Context: an optimization exercise on an open-source flow, tuned for small area. The choices shown serve that exercise and are no tape-out recipe. In this exercise RTL edits were held to simulation tests only and were not proved equivalent to the original. The flow treats the clock pin as an ideal source, which a real chip does not have.

==> inputs of run a <==
==> flow/design.v (excerpt) <==
module kgs (
    input  wire         clk,
    input  wire         rst,
    input  wire         op_valid,
    input  wire [2:0]   op_code,
    input  wire [7:0]   op_arg,
    output wire         busy,
    output wire         updated,
    output wire [1:0]   link,
    output wire [1:0]   cd,
    output wire [56:0]  cur_ts,
    output wire [56:0]  sync_ts,
    output reg          ev_trigger,
    output reg          ev_sync_ts,
    output reg          ev_status,
    output reg          ev_link_lost,
    output reg          ev_skip,
    output reg          ev_malformed,
    output reg          ev_checksum,
    output reg          ev_missed_pulse,
    output wire [7:0]   ev_skip_count,
    output wire [7:0]   ev_csum_calc,
    output wire [7:0]   ev_csum_exp,
    output wire [4:0]   ev_pkt_len,
    output wire [167:0] ev_pkt
);
    localparam [2:0] OP_SCAN  = 3'd0;
    localparam [2:0] OP_POLL  = 3'd1;
    localparam [2:0] OP_CFG   = 3'd2;
    localparam [2:0] OP_TICK  = 3'd3;
    localparam [2:0] OP_PPS   = 3'd4;
    localparam [2:0] OP_RXB   = 3'd5;
    localparam [2:0] OP_RESET = 3'd7;
    localparam [1:0] LINK_UNAVAIL = 2'd0;
    localparam [1:0] LINK_SYNCING = 2'd1;
    localparam [1:0] LINK_ACTIVE  = 2'd2;
    localparam [1:0] CD_SYNCING   = 2'd0;
    localparam [1:0] CD_ENABLED   = 2'd1;
    localparam [1:0] CD_TRIGGERED = 2'd2;
    localparam [7:0] DLE = 8'h10;
    localparam [7:0] ETX = 8'h03;
    localparam [7:0] LF  = 8'h0A;
    reg [2047:0] ring;            
    reg [7:0]  wr, rd, snap;
    reg        busy_r, updated_r;
    reg        inpkt;             
    reg        ty_a, ty_b;        
    reg [4:0]  plen;
    reg [167:0] pkt;
    reg        esc;
    reg [7:0]  skip;
    reg        skip_z;            
    reg [1:0]  link_r;
    reg [15:0] age;
    reg [1:0]  cd_r;
    reg [7:0]  explen;
    reg [7:0]  remaining;
    reg        record_sync;
    reg        mag_locked;
    reg [56:0] cur_ts_r;
    reg [56:0] sync_ts_r;
    reg        m1_24, m1_8f, m1_10, m1_03;
    reg        m2_24, m2_10, m2_03;
    reg        m3_03;
    assign busy    = busy_r;
    assign updated = updated_r;
    assign link    = link_r;
    assign cd      = cd_r;
    assign cur_ts  = cur_ts_r;
    assign sync_ts = sync_ts_r;
    assign ev_pkt  = pkt;
    assign ev_skip_count = skip;
  ...
==> flow/config.mk <==
export PLATFORM = sky130hd
export DESIGN_NAME = kgs
export DESIGN_NICKNAME = kgs
export VERILOG_FILES = /design/flow/design.v
export SDC_FILE = /design/flow/constraint.sdc
export NUM_CORES = 4
export LEC_CHECK = 0
export CAP_MARGIN = 10
export CORE_MARGIN = 2
export CORE_UTILIZATION = 65
export CTS_CLUSTER_DIAMETER = 100
export CTS_CLUSTER_SIZE = 30
export SLEW_MARGIN = 10
==> flow/constraint.sdc <==
create_clock -name core_clock -period 48.0 [get_ports {clk}]
set_input_delay 9.6000 -clock core_clock [delete_from_list [all_inputs] [get_ports {clk}]]
set_output_delay 9.6000 -clock core_clock [all_outputs]
set_load 0.01 [all_outputs]
standard.sh (not shown) runs the stock make flow with config.mk's settings and CLKGATE_MAP_FILE= SYNTH_SCRIPT=/design/flow/synth_recipe.tcl, a recipe that flattens the netlist after the stock synthesis.
==> flow/flow/run.sh <==
#!/bin/bash
# Layout flow: the standard ORFS flow (standard synthesis unchanged), with
# buf_1 cells as the port buffers and no dummy loads in the clock tree.
set -uo pipefail
bash standard.sh \
  'BUFFER_PORTS_ARGS=-buffer_cell sky130_fd_sc_hd__buf_1' \
  'CTS_ARGS=-sink_clustering_enable -repair_clock_nets -sink_clustering_size 30 -sink_clustering_max_diameter 100 -dont_use_dummy_load' \
  finish > flow_make.log 2>&1
status=$?
cp -r orfs/logs flow_logs 2>/dev/null
exit $status
==> run b: changes against run a <==
--- a/flow/design.v
+++ b/flow/design.v
@@ -85,21 +85,21 @@
     wire do_poll  = op_valid && op_code == OP_POLL && !busy_r;
     wire do_cfg   = op_valid && op_code == OP_CFG;
     wire do_tick  = op_valid && op_code == OP_TICK;
     wire do_pps   = op_valid && op_code == OP_PPS;
     wire do_rxb   = op_valid && op_code == OP_RXB;
-    wire [15:0] rlo = 16'd1 << rd[3:0];
-    wire [15:0] rhi = 16'd1 << rd[7:4];
-    reg  [7:0]  rgrp [0:15];
+    wire [63:0] rlo = 64'd1 << rd[5:0];
+    wire [3:0]  rhi = 4'd1 << rd[7:6];
+    reg  [7:0]  rgrp [0:3];
     reg  [7:0]  b_cur;
     integer     ri, rk;
     always @(*) begin
         b_cur = 8'd0;
-        for (ri = 0; ri < 16; ri = ri + 1) begin
+        for (ri = 0; ri < 4; ri = ri + 1) begin
             rgrp[ri] = 8'd0;
-            for (rk = 0; rk < 16; rk = rk + 1)
-                rgrp[ri] = rgrp[ri] | (ring[8*(16*ri+rk) +: 8] & {8{rlo[rk]}});
+            for (rk = 0; rk < 64; rk = rk + 1)
+                rgrp[ri] = rgrp[ri] | (ring[8*(64*ri+rk) +: 8] & {8{rlo[rk]}});
             b_cur = b_cur | (rgrp[ri] & {8{rhi[ri]}});
         end
     end
     wire [7:0]  wdata = do_reset ? 8'd0 : op_arg;
     wire [15:0] wlo   = (16'd1 << wr[3:0]) | {16{do_reset}};
@@ -263,12 +263,10 @@
             cd_r        <= CD_SYNCING;
             explen      <= 8'd0;
             remaining   <= 8'd0;
             record_sync <= 1'b0;
             mag_locked  <= 1'b0;
-            cur_ts_r    <= 57'd0;
-            sync_ts_r   <= 57'd0;
             {m1_24, m1_8f, m1_10, m1_03} <= 4'd0;
             {m2_24, m2_10, m2_03}        <= 3'd0;
             m3_03       <= 1'b0;
         end else begin
             if (do_rxb) begin
@@ -326,19 +324,15 @@
             if ((do_scan && drained) || frame_done)
                 busy_r <= 1'b0;
             if (accept || lock_chg)
                 updated_r <= 1'b1;
             if (accept) begin
-                cur_ts_r <= acc_ts;
                 link_r   <= LINK_ACTIVE;
             end
             if (lock_chg) begin
                 mag_locked  <= ~mag_locked;
-                cur_ts_r[0] <= ~mag_locked;
             end
-            if (latch_sync)
-                sync_ts_r <= acc_ts;
             if (do_cfg) begin
                 explen    <= op_arg;
                 remaining <= op_arg;
                 cd_r      <= CD_SYNCING;
             end
@@ -356,10 +350,19 @@
                 record_sync <= 1'b0;
             else if (fire)
                 record_sync <= 1'b1;
         end
     end
+    wire [56:0] ts_d = do_reset ? 57'd0 : acc_ts;
+    always @(posedge clk) begin
+        if (do_reset || accept)
+            cur_ts_r[56:1] <= ts_d[56:1];
+        if (do_reset || accept || lock_chg)
+            cur_ts_r[0] <= do_reset ? 1'b0 : (accept ? acc_ts[0] : ~mag_locked);
+        if (do_reset || latch_sync)
+            sync_ts_r <= ts_d;
+    end
     generate
         for (gi = 0; gi < 21; gi = gi + 1) begin : g_pkt
             always @(posedge clk)
                 if ((wr_a && plen == gi) || (wr_b && gi > 0 && plen == gi - 1))
                     pkt[8*gi +: 8] <= b_cur;
==> flow/flow/run.sh (replaced) <==
#!/bin/bash
# Layout flow: the standard ORFS flow (standard synthesis unchanged), with
# buf_1 cells as the port buffers and no dummy loads in the clock tree.
set -uo pipefail
bash standard.sh \
  'BUFFER_PORTS_ARGS=-buffer_cell sky130_fd_sc_hd__buf_1' \
  'CTS_ARGS=-sink_clustering_enable -repair_clock_nets -sink_clustering_size 20 -sink_clustering_max_diameter 60 -dont_use_dummy_load' \
  finish > flow_make.log 2>&1
status=$?
cp -r orfs/logs flow_logs 2>/dev/null
exit $status
CTS_CLUSTER_DIAMETER = 60   (was 100)
CTS_CLUSTER_SIZE = 20   (was 30)
==> run c: changes against run a <==
--- a/flow/design.v
+++ b/flow/design.v
@@ -85,21 +85,21 @@
     wire do_poll  = op_valid && op_code == OP_POLL && !busy_r;
     wire do_cfg   = op_valid && op_code == OP_CFG;
     wire do_tick  = op_valid && op_code == OP_TICK;
     wire do_pps   = op_valid && op_code == OP_PPS;
     wire do_rxb   = op_valid && op_code == OP_RXB;
-    wire [15:0] rlo = 16'd1 << rd[3:0];
-    wire [15:0] rhi = 16'd1 << rd[7:4];
-    reg  [7:0]  rgrp [0:15];
+    wire [63:0] rlo = 64'd1 << rd[5:0];
+    wire [3:0]  rhi = 4'd1 << rd[7:6];
+    reg  [7:0]  rgrp [0:3];
     reg  [7:0]  b_cur;
     integer     ri, rk;
     always @(*) begin
         b_cur = 8'd0;
-        for (ri = 0; ri < 16; ri = ri + 1) begin
+        for (ri = 0; ri < 4; ri = ri + 1) begin
             rgrp[ri] = 8'd0;
-            for (rk = 0; rk < 16; rk = rk + 1)
-                rgrp[ri] = rgrp[ri] | (ring[8*(16*ri+rk) +: 8] & {8{rlo[rk]}});
+            for (rk = 0; rk < 64; rk = rk + 1)
+                rgrp[ri] = rgrp[ri] | (ring[8*(64*ri+rk) +: 8] & {8{rlo[rk]}});
             b_cur = b_cur | (rgrp[ri] & {8{rhi[ri]}});
         end
     end
     wire [7:0]  wdata = do_reset ? 8'd0 : op_arg;
     wire [15:0] wlo   = (16'd1 << wr[3:0]) | {16{do_reset}};
@@ -263,12 +263,10 @@
             cd_r        <= CD_SYNCING;
             explen      <= 8'd0;
             remaining   <= 8'd0;
             record_sync <= 1'b0;
             mag_locked  <= 1'b0;
-            cur_ts_r    <= 57'd0;
-            sync_ts_r   <= 57'd0;
             {m1_24, m1_8f, m1_10, m1_03} <= 4'd0;
             {m2_24, m2_10, m2_03}        <= 3'd0;
             m3_03       <= 1'b0;
         end else begin
             if (do_rxb) begin
@@ -326,19 +324,15 @@
             if ((do_scan && drained) || frame_done)
                 busy_r <= 1'b0;
             if (accept || lock_chg)
                 updated_r <= 1'b1;
             if (accept) begin
-                cur_ts_r <= acc_ts;
                 link_r   <= LINK_ACTIVE;
             end
             if (lock_chg) begin
                 mag_locked  <= ~mag_locked;
-                cur_ts_r[0] <= ~mag_locked;
             end
-            if (latch_sync)
-                sync_ts_r <= acc_ts;
             if (do_cfg) begin
                 explen    <= op_arg;
                 remaining <= op_arg;
                 cd_r      <= CD_SYNCING;
             end
@@ -356,10 +350,19 @@
                 record_sync <= 1'b0;
             else if (fire)
                 record_sync <= 1'b1;
         end
     end
+    wire [56:0] ts_d = do_reset ? 57'd0 : acc_ts;
+    always @(posedge clk) begin
+        if (do_reset || accept)
+            cur_ts_r[56:1] <= ts_d[56:1];
+        if (do_reset || accept || lock_chg)
+            cur_ts_r[0] <= do_reset ? 1'b0 : (accept ? acc_ts[0] : ~mag_locked);
+        if (do_reset || latch_sync)
+            sync_ts_r <= ts_d;
+    end
     generate
         for (gi = 0; gi < 21; gi = gi + 1) begin : g_pkt
             always @(posedge clk)
                 if ((wr_a && plen == gi) || (wr_b && gi > 0 && plen == gi - 1))
                     pkt[8*gi +: 8] <= b_cur;
==> comparison <==
- Run b completed, yet does not pass: capacitance limit, slew limit. Run a finished clean. Run c completed and failed the layout checks on capacitance limit, slew limit.
- Of run a and run c, run c has the higher cell count (gap 0.41%, measured against run c).
- Flip-flop and latch count is the same in run c and run b.
- Of run c and run a, run c has the higher global-route usage (gap 12 points).
- The highest wire length belongs to run b, the lowest to run a.

[static timing again, ports no longer ideal]
How much do the figures lean on ideal ports? The routed layouts below were timed once more, with nothing changed but the port constraints.
Step 1 sets driving cells, clkbuf_16 on the clock port and buf_2 on the other inputs (assumed; they add their load-dependent delay and slew).
Step 2 times the ports against the registers' clock, not the clock port: input delays grow and output delays shrink by t, the midpoint of the rising clock arrivals with the driver on.
Three values: no drivers, after step 1, after step 2; two values: the first two.
run	t (ns)	setup WS [ns]	clock arrival spread, ns	worst slew at a driven data input, ns
run a	0.829	33.788 / 33.788 / 33.788	0.112 / 0.112	0.09
run b	0.913	34.404 / 34.404 / 33.753	0.104 / 0.104	0.08
run c	0.862	34.332 / 34.332 / 33.808	0.124 / 0.124	0.08
The setup slack of run b, which loses most, moves by 0.000 ns with the drivers and by -0.651 ns with both steps.
